Context: an optimization exercise on an open-source flow, tuned for small area. The choices shown serve that exercise and are no tape-out recipe. The RTL was checked by simulation tests, not by an equivalence proof against the original design. Power figures rest on the tool's default switching activity, not on a simulated workload.

--- design/flow/design.v ---
module slpc (
    input  wire        clk,
    input  wire        rst_n,
    input  wire        bus_sel,
    input  wire        bus_we,
    input  wire [8:0]  bus_addr,
    input  wire [31:0] bus_wdata,
    output reg  [31:0] bus_rdata,
    input  wire        line_i,
    output wire        line_o
);
    localparam integer TICK_DIV        = 2;
    localparam         IN_ACTIVE       = 1'b0;
    localparam         OUT_ACTIVE      = 1'b0;
    localparam [31:0]  SYNC_MARK_US    = 32'd2400;
    localparam [31:0]  ONE_MARK_US     = 32'd1200;
    localparam [31:0]  ZERO_MARK_US    = 32'd600;
    localparam [31:0]  DELIM_US        = 32'd600;
    localparam [31:0]  WORD_GAP_US     = 32'd30000;
    localparam [31:0]  LINE_READY_US   = 32'd1000;
    localparam [31:0]  IDLE_POLL_US    = 32'd10;
    localparam [31:0]  IDLE_TOTAL_US   = 32'd20000;
    localparam [31:0]  RX_PULSE_TO_US  = 32'd55000;
    localparam [31:0]  RX_TIMEOUT_US   = 32'd60000;
    localparam [15:0]  SYNC_LO = 16'd2000, SYNC_HI = 16'd2880;
    localparam [15:0]  ONE_LO  = 16'd1000, ONE_HI  = 16'd1440;
    localparam [15:0]  ZERO_LO = 16'd500,  ZERO_HI = 16'd720;
    localparam [3:0] OP_NOP = 4'h0, OP_WAIT_IDLE = 4'h1, OP_TX_SYNC = 4'h2,
                     OP_TX_BYTE = 4'h3, OP_TX_FRAME = 4'h4, OP_SEND = 4'h5,
                     OP_RECEIVE = 4'h6;
    localparam [2:0] PH_NONE = 3'd0, PH_IDLE = 3'd1, PH_TX = 3'd2,
                     PH_PAD = 3'd3, PH_RX = 3'd4;
    localparam [1:0] RX_WAITSYNC = 2'd0, RX_ACCUM = 2'd1, RX_DONE = 2'd2;
    localparam [1:0] SUB_WAIT_LOW = 2'd0, SUB_WAIT_EDGE = 2'd1, SUB_IN_PULSE = 2'd2;
    localparam [2:0] CL_NONE = 3'd0, CL_SYNC = 3'd1, CL_ONE = 3'd2,
                     CL_ZERO = 3'd3, CL_NOISE = 3'd4;
    localparam integer PW = (TICK_DIV > 1) ? $clog2(TICK_DIV) : 1;
    reg [PW-1:0] presc;
    reg          sync1, sync2;
    reg          drive_a;                  
    reg          busy;
    reg          line_st;
    reg  [3:0]   cur_op;
    reg          done;
    reg          rx_timeout;
    reg          idle_timeout;
    reg          pad_early;
    reg  [2:0]   phase;
    reg          err_busy, err_op, err_len;
    reg  [31:0]  idle_cnt;
    reg  [7:0]   arg_l;
    reg  [5:0]   len_l;
    reg  [32:0]  k;
    reg  [31:0]  poll_cnt;                 
    reg  [32:0]  e_cnt;                    
    reg          tx_in_sync;               
    reg          tx_mark;                  
    reg  [11:0]  tx_cnt;                   
    reg  [4:0]   tx_byte_idx;
    reg  [2:0]   tx_bit_idx;
    reg  [1:0]   rx_sub;
    reg  [15:0]  rx_width;
    reg  [15:0]  rx_w;
    reg  [15:0]  rx_e;
    reg  [4:0]   rx_len;
    reg  [4:0]   rx_count;
    reg  [1:0]   rx_state;
    reg  [2:0]   rx_bitidx;
    reg  [7:0]   rx_acc;
    reg  [15:0]  last_width;
    reg  [2:0]   last_class;
    reg  [7:0]   txbuf [0:31];
    reg  [7:0]   rxbuf [0:15];
    wire tick = (presc == PW'(TICK_DIV - 1));
    wire l_a  = (sync2 == IN_ACTIVE);      
    assign line_o = (rst_n && drive_a) ? OUT_ACTIVE : ~OUT_ACTIVE;
    wire [31:0] idle_cnt_nx = l_a ? 32'd0 :
                              (idle_cnt == 32'hFFFF_FFFF) ? idle_cnt : idle_cnt + 32'd1;
    wire        line_idle   = (idle_cnt >= LINE_READY_US);
    wire        idle_now    = (idle_cnt_nx >= LINE_READY_US);
    wire [32:0] k_nx       = k + 33'd1;
    wire        idle_poll  = (poll_cnt == 32'd0);
    wire        idle_total = (k_nx >= {1'b0, IDLE_TOTAL_US});
    wire        idle_end   = idle_poll && (idle_now || idle_total);
    wire        idle_to    = idle_poll && !idle_now && idle_total;
    wire [31:0] poll_nx    = (poll_cnt == IDLE_POLL_US - 32'd1) ? 32'd0 : poll_cnt + 32'd1;
    wire [32:0] e_nx       = e_cnt + 33'd1;
    wire        gap_filled = (e_nx >= {1'b0, WORD_GAP_US});
    wire [4:0]  tx_last_idx = (cur_op == OP_TX_BYTE) ? 5'd0 : (len_l[4:0] - 5'd1);
    wire        tx_seg_end  = (tx_cnt == 12'd1);
    wire        tx_last     = tx_seg_end && !tx_mark &&
                              (tx_in_sync ? (cur_op == OP_TX_SYNC)
                                          : (tx_bit_idx == 3'd0 && tx_byte_idx == tx_last_idx));
    wire [4:0]  tx_nbyte = tx_in_sync ? 5'd0 :
                           (tx_bit_idx == 3'd0) ? tx_byte_idx + 5'd1 : tx_byte_idx;
    wire [2:0]  tx_nbit  = tx_in_sync ? 3'd7 : tx_bit_idx - 3'd1;
    wire [7:0]  tx_nval  = (cur_op == OP_TX_BYTE) ? arg_l : txbuf[tx_nbyte];
    wire        tx_nb    = tx_nval[tx_nbit];
    wire        send_end = gap_filled || l_a;
    wire        pad_chk = (poll_cnt == IDLE_POLL_US - 32'd1);
    wire        pad_end = pad_chk && (gap_filled || l_a);
    wire [15:0] rx_e_nx   = rx_e + 16'd1;
    wire [15:0] rx_w_nx   = rx_w + 16'd1;
    wire        rx_deliver = (rx_sub == SUB_IN_PULSE) && !l_a;
    function [2:0] classify(input [15:0] w);
        if (w >= SYNC_LO && w <= SYNC_HI)       classify = CL_SYNC;
        else if (w >= ONE_LO && w <= ONE_HI)    classify = CL_ONE;
        else if (w >= ZERO_LO && w <= ZERO_HI)  classify = CL_ZERO;
        else                                    classify = CL_NOISE;
    endfunction
    wire [2:0]  rx_class    = classify(rx_width);
    wire        rx_bit      = (rx_class == CL_ONE);
    wire [3:0]  rx_bitcnt   = {1'b0, rx_bitidx} + 4'd1;
    reg  [7:0]  rx_acc_nx;
    always @* begin
        rx_acc_nx = rx_acc;
        rx_acc_nx[3'd7 - rx_bitidx] = rx_bit;
    end
    wire        rx_byte_done = rx_deliver && (rx_state == RX_ACCUM) && (rx_bitcnt == 4'd8);
    wire        rx_to_done   = rx_byte_done && (rx_count + 5'd1 == rx_len);
    wire        rx_end       = (rx_state == RX_DONE) || rx_to_done ||
                               (rx_e_nx >= RX_TIMEOUT_US[15:0]);
    reg fin_tick;
    always @* begin
        fin_tick = 1'b0;
        if (tick && busy) begin
            case (phase)
                PH_IDLE: fin_tick = idle_end && (cur_op == OP_WAIT_IDLE);
                PH_TX:   fin_tick = tx_last && ((cur_op != OP_SEND) || send_end);
                PH_PAD:  fin_tick = pad_end;
                PH_RX:   fin_tick = rx_end;
                default: fin_tick = 1'b0;
            endcase
        end
    end
    wire        busy_post   = busy && !fin_tick;
    wire [3:0]  cur_op_post = fin_tick ? OP_NOP : cur_op;
    wire [6:0]  waddr    = bus_addr[8:2];
    wire        wr       = bus_sel && bus_we;
    wire        wr_cmd   = wr && (waddr == 7'h00);
    wire        wr_stat  = wr && (waddr == 7'h01);
    wire        wr_txbuf = wr && (waddr[6:5] == 2'b10);
    wire [3:0]  c_op  = bus_wdata[3:0];
    wire [7:0]  c_arg = bus_wdata[15:8];
    wire [5:0]  c_len = bus_wdata[21:16];
    reg         c_len_ok;
    always @* begin
        case (c_op)
            OP_TX_FRAME: c_len_ok = (c_len >= 6'd1) && (c_len <= 6'd32);
            OP_SEND:     c_len_ok = (c_len >= 6'd2) && (c_len <= 6'd4);
            OP_RECEIVE:  c_len_ok = (c_len <= 6'd16);
            default:     c_len_ok = 1'b1;
        endcase
    end
    wire        c_valid  = (c_op != OP_NOP);
    wire        c_accept = wr_cmd && c_valid && !busy_post && (c_op < 4'h7) && c_len_ok;
    wire        txbuf_locked = busy_post &&
                               (cur_op_post == OP_TX_FRAME || cur_op_post == OP_SEND);
    integer i;
    always @(posedge clk) begin
        if (!rst_n) begin
            presc        <= {PW{1'b0}};
            sync1        <= ~IN_ACTIVE;
            sync2        <= ~IN_ACTIVE;
            drive_a      <= 1'b0;
            busy         <= 1'b0;
            line_st      <= 1'b0;
            cur_op       <= OP_NOP;
            done         <= 1'b0;
            rx_timeout   <= 1'b0;
            idle_timeout <= 1'b0;
            pad_early    <= 1'b0;
            phase        <= PH_NONE;
            err_busy     <= 1'b0;
            err_op       <= 1'b0;
            err_len      <= 1'b0;
            idle_cnt     <= 32'd0;
            arg_l        <= 8'd0;
            len_l        <= 6'd0;
            k            <= 33'd0;
            poll_cnt     <= 32'd0;
            e_cnt        <= 33'd0;
            tx_in_sync   <= 1'b0;
            tx_mark      <= 1'b0;
            tx_cnt       <= 12'd0;
            tx_byte_idx  <= 5'd0;
            tx_bit_idx   <= 3'd0;
            rx_sub       <= SUB_WAIT_LOW;
            rx_width     <= 16'd0;
            rx_w         <= 16'd0;
            rx_e         <= 16'd0;
            rx_len       <= 5'd0;
            rx_count     <= 5'd0;
            rx_state     <= RX_WAITSYNC;
            rx_bitidx    <= 3'd0;
            rx_acc       <= 8'd0;
            last_width   <= 16'd0;
            last_class   <= CL_NONE;
            for (i = 0; i < 32; i = i + 1) txbuf[i] <= 8'd0;
            for (i = 0; i < 16; i = i + 1) rxbuf[i] <= 8'd0;
        end else begin
            sync1 <= line_i;
            sync2 <= sync1;
            presc <= tick ? {PW{1'b0}} : presc + 1'b1;
            if (tick) begin
                line_st  <= l_a;
                idle_cnt <= idle_cnt_nx;
                drive_a  <= 1'b0;
                if (busy) begin
                    case (phase)
                        PH_IDLE: begin
                            k        <= k_nx;
                            poll_cnt <= poll_nx;
                            if (idle_end) begin
                                if (idle_to) idle_timeout <= 1'b1;
                                if (cur_op == OP_SEND) begin
                                    phase       <= PH_TX;
                                    k           <= 33'd0;
                                    e_cnt       <= 33'd0;
                                    tx_in_sync  <= 1'b1;
                                    tx_mark     <= 1'b1;
                                    tx_cnt      <= SYNC_MARK_US[11:0];
                                    tx_byte_idx <= 5'd0;
                                    tx_bit_idx  <= 3'd7;
                                end
                            end
                        end
                        PH_TX: begin
                            drive_a <= tx_mark;
                            e_cnt   <= e_nx;
                            if (!tx_seg_end) begin
                                tx_cnt <= tx_cnt - 12'd1;
                            end else if (tx_mark) begin
                                tx_mark <= 1'b0;
                                tx_cnt  <= DELIM_US[11:0];
                            end else if (!tx_last) begin
                                tx_in_sync  <= 1'b0;
                                tx_mark     <= 1'b1;
                                tx_byte_idx <= tx_nbyte;
                                tx_bit_idx  <= tx_nbit;
                                tx_cnt      <= tx_nb ? ONE_MARK_US[11:0] : ZERO_MARK_US[11:0];
                            end
                            if (tx_last && cur_op == OP_SEND) begin
                                if (!gap_filled && l_a) pad_early <= 1'b1;
                                if (!send_end) begin
                                    phase    <= PH_PAD;
                                    k        <= 33'd0;
                                    poll_cnt <= 32'd0;
                                end
                            end
                        end
                        PH_PAD: begin
                            k        <= k_nx;
                            e_cnt    <= e_nx;
                            poll_cnt <= poll_nx;
                            if (pad_chk && !gap_filled && l_a) pad_early <= 1'b1;
                        end
                        PH_RX: begin
                            rx_e <= rx_e_nx;
                            rx_w <= rx_w_nx;
                            case (rx_sub)
                                SUB_WAIT_LOW: begin
                                    if (!l_a) rx_sub <= SUB_WAIT_EDGE;
                                end
                                SUB_WAIT_EDGE: begin
                                    if (l_a) begin
                                        rx_sub   <= SUB_IN_PULSE;
                                        rx_width <= 16'd1;
                                    end
                                end
                                default: begin
                                    if (l_a) begin
                                        rx_width <= rx_width + 16'd1;
                                    end else begin
                                        rx_sub <= SUB_WAIT_EDGE;
                                        rx_w   <= 16'd0;
                                    end
                                end
                            endcase
                            if (rx_deliver) begin
                                last_width <= rx_width;
                                last_class <= rx_class;
                                if (rx_state == RX_WAITSYNC) begin
                                    if (rx_class == CL_SYNC) begin
                                        rx_state  <= RX_ACCUM;
                                        rx_bitidx <= 3'd0;
                                        rx_acc    <= 8'd0;
                                    end
                                end else if (rx_state == RX_ACCUM) begin
                                    if (rx_bitcnt == 4'd8) begin
                                        rxbuf[rx_count[3:0]] <= rx_acc_nx;
                                        rx_count        <= rx_count + 5'd1;
                                        rx_bitidx       <= 3'd0;
                                        rx_acc          <= 8'd0;
                                        if (rx_to_done) rx_state <= RX_DONE;
                                    end else begin
                                        rx_bitidx <= rx_bitcnt[2:0];
                                        rx_acc    <= rx_acc_nx;
                                    end
                                end
                            end else if (rx_w_nx >= RX_PULSE_TO_US[15:0]) begin
                                rx_sub <= l_a ? SUB_WAIT_LOW : SUB_WAIT_EDGE;
                                rx_w   <= 16'd0;
                            end
                            if (!(rx_state == RX_DONE || rx_to_done) &&
                                (rx_e_nx >= RX_TIMEOUT_US[15:0]))
                                rx_timeout <= 1'b1;
                        end
                        default: ;
                    endcase
                    if (fin_tick) begin
                        busy   <= 1'b0;
                        cur_op <= OP_NOP;
                        phase  <= PH_NONE;
                        done   <= 1'b1;
                    end
                end
            end
            if (wr_cmd && c_valid) begin
                if (busy_post)            err_busy <= 1'b1;
                else if (c_op >= 4'h7)    err_op   <= 1'b1;
                else if (!c_len_ok)       err_len  <= 1'b1;
            end
            if (c_accept) begin
                busy         <= 1'b1;
                cur_op       <= c_op;
                done         <= 1'b0;
                rx_timeout   <= 1'b0;
                idle_timeout <= 1'b0;
                pad_early    <= 1'b0;
                arg_l        <= c_arg;
                len_l        <= c_len;
                k            <= 33'd0;
                poll_cnt     <= 32'd0;
                e_cnt        <= 33'd0;
                case (c_op)
                    OP_WAIT_IDLE, OP_SEND: begin
                        phase <= PH_IDLE;
                    end
                    OP_TX_SYNC, OP_TX_FRAME: begin
                        phase       <= PH_TX;
                        tx_in_sync  <= 1'b1;
                        tx_mark     <= 1'b1;
                        tx_cnt      <= SYNC_MARK_US[11:0];
                        tx_byte_idx <= 5'd0;
                        tx_bit_idx  <= 3'd7;
                    end
                    OP_TX_BYTE: begin
                        phase       <= PH_TX;
                        tx_in_sync  <= 1'b0;
                        tx_mark     <= 1'b1;
                        tx_cnt      <= c_arg[7] ? ONE_MARK_US[11:0] : ZERO_MARK_US[11:0];
                        tx_byte_idx <= 5'd0;
                        tx_bit_idx  <= 3'd7;
                    end
                    default: begin  
                        phase      <= PH_RX;
                        for (i = 0; i < 16; i = i + 1) rxbuf[i] <= 8'd0;
                        rx_count   <= 5'd0;
                        rx_bitidx  <= 3'd0;
                        rx_acc     <= 8'd0;
                        rx_state   <= (c_len == 6'd0) ? RX_DONE : RX_WAITSYNC;
                        rx_len     <= c_len[4:0];
                        rx_sub     <= SUB_WAIT_LOW;
                        rx_width   <= 16'd0;
                        rx_w       <= 16'd0;
                        rx_e       <= 16'd0;
                        last_width <= 16'd0;
                        last_class <= CL_NONE;
                    end
                endcase
            end
            if (wr_stat) begin
                if (bus_wdata[16]) err_busy <= 1'b0;
                if (bus_wdata[17]) err_op   <= 1'b0;
                if (bus_wdata[18]) err_len  <= 1'b0;
            end
            if (wr_txbuf) begin
                if (txbuf_locked) err_busy <= 1'b1;
                else              txbuf[waddr[4:0]] <= bus_wdata[7:0];
            end
        end
    end
    always @* begin
        bus_rdata = 32'd0;
        if (bus_sel && !bus_we) begin
            case (waddr)
                7'h01: bus_rdata = {13'd0, err_len, err_op, err_busy, 1'b0, phase,
                                    pad_early, idle_timeout, rx_timeout, done,
                                    cur_op, 1'b0, line_idle, line_st, busy};
                7'h02: bus_rdata = {8'd0, rx_acc, 1'b0, rx_bitidx, 2'd0, rx_state,
                                    3'd0, rx_count};
                7'h03: bus_rdata = idle_cnt;
                7'h04: bus_rdata = SYNC_MARK_US;
                7'h05: bus_rdata = ONE_MARK_US;
                7'h06: bus_rdata = ZERO_MARK_US;
                7'h07: bus_rdata = DELIM_US;
                7'h08: bus_rdata = WORD_GAP_US;
                7'h09: bus_rdata = LINE_READY_US;
                7'h0A: bus_rdata = IDLE_POLL_US;
                7'h0B: bus_rdata = IDLE_TOTAL_US;
                7'h0C: bus_rdata = RX_PULSE_TO_US;
                7'h0D: bus_rdata = RX_TIMEOUT_US;
                7'h0E: bus_rdata = {SYNC_HI, SYNC_LO};
                7'h0F: bus_rdata = {ONE_HI, ONE_LO};
                7'h10: bus_rdata = {ZERO_HI, ZERO_LO};
                7'h12: bus_rdata = {13'd0, last_class, last_width};
                default: begin
                    if (waddr[6:5] == 2'b10)
                        bus_rdata = {24'd0, txbuf[waddr[4:0]]};
                    else if (waddr[6:4] == 3'b110)
                        bus_rdata = {24'd0, rxbuf[waddr[3:0]]};
                end
            endcase
        end
    end
endmodule
--- design/flow/run.sh ---
#!/bin/bash
# synth_recipe.tcl (not shown) runs the flow's synth.tcl, then flattens the netlist and writes it again
# the make line also repeats each setting of config.mk as NAME=value (left out here)
make -C /OpenROAD-flow-scripts/flow DESIGN_CONFIG=/design/flow/config.mk WORK_HOME=/design/flow/orfs CLKGATE_MAP_FILE= SYNTH_SCRIPT=/design/flow/synth_recipe.tcl finish
--- design/flow/config.mk ---
export PLATFORM = sky130hd
export DESIGN_NAME = slpc
export DESIGN_NICKNAME = slpc
export VERILOG_FILES = /design/flow/design.v
export SDC_FILE = /design/flow/constraint.sdc
export NUM_CORES = 4
export LEC_CHECK = 0
export CAP_MARGIN = 20
export CORE_MARGIN = 2
export CORE_UTILIZATION = 40
export SLEW_MARGIN = 20
--- design/flow/constraint.sdc ---
create_clock -name core_clock -period 10.0 [get_ports {clk}]
set_input_delay 2.0000 -clock core_clock [delete_from_list [all_inputs] [get_ports {clk}]]
set_output_delay 2.0000 -clock core_clock [all_outputs]
set_load 0.01 [all_outputs]
==> impl_metrics.toml <==
[critical_path]
r2r_slack_ps = 3770
critPathLaunchType = "primary input"
startpoint = "bus_addr[6]"
crit_slowest_cell = "clkdlybuf4s50_1"
critPathKind = "in -> out"
slowest_delay_ps = 880
arrival_ps = 6120
crit_chain = "clkdlybuf4s50_1 > nand2_1 > buf_4 > or3_1 > o22ai_1 > nand2_1 > o21ai_0 > clkdlybuf4s50_1"
critPathBufInv = 3
cp_top_family = "buffers and inverters"
reg2reg_from = "e_cnt[0]"
crit_path_end_kind = "output pin"
reg2reg_depth = 14
worstPathRequired_ps = 8000
worstReg2RegEnd = "txbuf[16][1]"
crit_fanout = 37

[synth]
synth_seq_cells = 661
synth_edf_count = 384
synth_most_common_cell = "nor2_1"
synth_ff_type = "edfxtp_1"
synth.yosys.seq_area_share = 0.451
netlist.top_cell.by_area = "edfxtp_1"
yosys_warnings = 1
synth_top_area_frac = 0.305
synth_common_cells = "nor2_1, edfxtp_1, nand2_1"
syn_avg_cell_area_um2 = 9.75
yosysUniqueCellTypes = 98
syn-cell-area_mm2 = 0.0379
syn_nets = 3958
ys_top_cells_by_area = "edfxtp_1, dfxtp_1, mux4_2"
async_flop_share = 0
synth_cells = 3883

[die]
die_width_um = 312
rows = 112
die_h_um = 312
core-area_mm2 = 0.0936
design.die.area_mm2 = 0.0971
pin_count = 79
initial_core_util = 0.404

[sta]
max_freq_mhz = 123
hold_viol = 0
slew_viol_final = 0
clock_skew_ps = 36.0
setup_viol = 0
post-route-period-util = 0.812
min_period_ps = 8120
worstMarginPinSlew_ps = 1250
worst_slew_margin_rel = 0.165
setup-tns-final_ps = 0
grt_setup_unrepaired = "false"

[global_route]
grt_max_degree = 158
grt_pass1_wl_mm = 181
grt_pass1_vias = 29300
antenna_found_initial = 6
grt_use_total = 0.238
overflow = 0

[power]
seqPwrFrac = 0.478
ir_drop_mv = 0.156
p_per_area_mw_per_mm2 = 148
clkPwrFrac = 0.456
power_mw = 6.24
p_int_mw = 4.76
comb_power_share = 0.066
p_switching_mw = 1.48
p_sw_frac = 0.237
leakage_nw = 12.9

[cts]
clockRootBuffer = "clkbuf_16"
cts_hold_buffers = 0
postCtsSetupRepairBufs = 0
clkSlewWorstSetupHoldPaths_ps = 50
insertion_delay_ps = 660
cts_resized = 0
h-tree-depth = 3
cts_buffers = 75
tritoncts = "built"
cts_max_path_buffers = 3
cts.sinks = 661

[drt]
drc = 0
drt_first_pass_iters = 6
drtAntennaViolNets = 0
wirelength_mm = 119
vias = 31600
wire_per_inst_um = 23.4
drt-initial-drc-count = 4021
viasPerCell = 6.18

[worst_hold_path]
hold_path_class = "reg -> reg"
hold_start = "sync1"
whs_path_depth = 1
min_to = "sync2"

[run]
cap_violations = 0

[placed_design]
placed_cells = 4972
dpl.hpwl_mm = 81.0
port_buffers = 66
gp_congestion = 0.927

[final_layout]
stdcell_count = 5110
drive_gt1_frac = 0.123
synthToLayoutAreaGrowth_pct = 11.1
num-nets-final = 3871

[run_status]
status = "timing/DRC/antenna clean"
-- worst reg2reg max path, delay by kind of cell, from the launching register on --
family / cells / cell delay [ps]
adder cells (fa/ha/maj): 1 / 340
flip-flops: 1 / 460
AO/OA/AOI/OAI: 3 / 1160
buffers and inverters: 2 / 910
AND/OR/NAND/NOR: 8 / 3130
-- cell usage in the layout, fill, tap and decap left out, types with 15 or more instances in the layout --
master / instances
o22ai_1: 17
and3_1: 58
a22oi_1: 49
o21ai_0: 130
nor2_1: 457
or3_1: 58
a211oi_1: 24
xor2_1: 45
inv_1: 60
nand2b_1: 26
o31ai_1: 20
mux2i_1: 77
nor3_1: 333
clkdlybuf4s50_1: 61
and4_1: 18
a311oi_1: 19
nor2b_1: 22
nand4_1: 72
xnor2_1: 61
o21a_1: 15
nand2_1: 369
nand3b_1: 21
dfxtp_1: 277
mux4_2: 162
edfxtp_1: 384
ha_1: 29
nor4_1: 37
nand3_1: 147
buf_4: 89
a31oi_1: 66
clkbuf_16: 78
and2_1: 25
o211ai_1: 29
a21oi_1: 191
or4_1: 16
-- cell families (layout without fill, tap and decap cells) --
group	count (synthesis)	in the layout	share of synthesized area
other	0	1	0
xor gates and xnor gates	107	107	0.0251
and+or+nand+nor	1733	1733	0.224
AOI/OAI and AO/OA	719	719	0.125
buffers and inverters	383	355	0.0458
adders and majority gates	29	29	0.00958
muxes	251	251	0.120
DFF	661	661	0.451
-- flip-flops by register name, summed over array words and instances (netlist names), 4 cells and up --
name	flops
k	33
last_width	16
tx_cnt	12
rx_acc	8
rxbuf	128
poll_cnt	32
rx_count	5
rx_width	16
arg_l	8
tx_byte_idx	5
txbuf	256
idle_cnt	32
rx_e	16
len_l	5
cur_op	4
e_cnt	33
rx_w	16
rx_len	5
-- final cells by class --
class | count | area (um2)
diodes | 1 | 2.50
well taps | 1254 | 1570
clock buffers | 103 | 2170
multi-input cells | 2839 | 19300
fillers | 8958 | 51500
flip-flops and latches | 661 | 17100
clock inverters | 33 | 369
inverters | 61 | 229
repair buffers | 158 | 1380
-- how the worst max path moves through the flow --
stage	endpoint	slack, ps	cells past startpoint
floorplan	bus_rdata[4]	3330	9
global placement	bus_rdata[4]	2060	8
detailed placement	bus_rdata[4]	2080	8
CTS	bus_rdata[4]	2070	8
global route	bus_rdata[4]	1690	8
finish	bus_rdata[3]	1880	8
-- routing by layer --
| metal | global-route usage | vias up | wire length [um] |
|---|---|---|---|
| li1 | - | 14500 | - |
| met1 | 0.337 | 15500 | 50900 |
| met4 | 0.0695 | 10 | 3280 |
| met2 | 0.366 | 1403 | 53800 |
| met3 | 0.0530 | 214 | 11400 |
| met5 | 0 | - | 63 |
-- power groups by stage --
stage,registers [mW],logic (mW),clock network (mW)
6_report,2.98,0.412,2.84
5_1_grt,2.99,0.429,2.99
4_1_cts,2.98,0.407,2.88
3_5_place_dp,3.04,0.406,0
3_3_place_gp,3.03,0.404,0
2_1_floorplan,3.02,0.259,0
-- metrics by stage --
stage	setup slack (ps)	instance area [um2]	hold WS [ps]	util
detailed placement	2080	39500	391	0.422
finish	1880	42100	410	0.450
floorplan	3330	37900	386	-
CTS	2070	42100	405	0.449
global placement	2060	39500	389	0.422
global route	1690	42100	423	0.450

## afterwards: timing with drivers on the ports
The results above use ideal ports. As a check the final layout listed here was re-extracted and re-timed, cells and wires unchanged.
Step 1 assumes that a clkbuf_16 drives the clock port and a buf_2 every other input.
Step 2, shift: input delay + t, output delay - t, t = (earliest + latest rising clock arrival at the registers) / 2. This alone moves slack from input paths to output paths.
Three values: ideal, step 1, step 2; two values: the first two.
t (ns): 0.707
slack for setup (ns): 1.877 / 1.853 / 1.853
worst setup path at the end: input to output
After both steps this run still meets setup and hold. For this run, drivers alone change the setup slack by -0.024 ns; drivers and shift together by -0.024 ns.
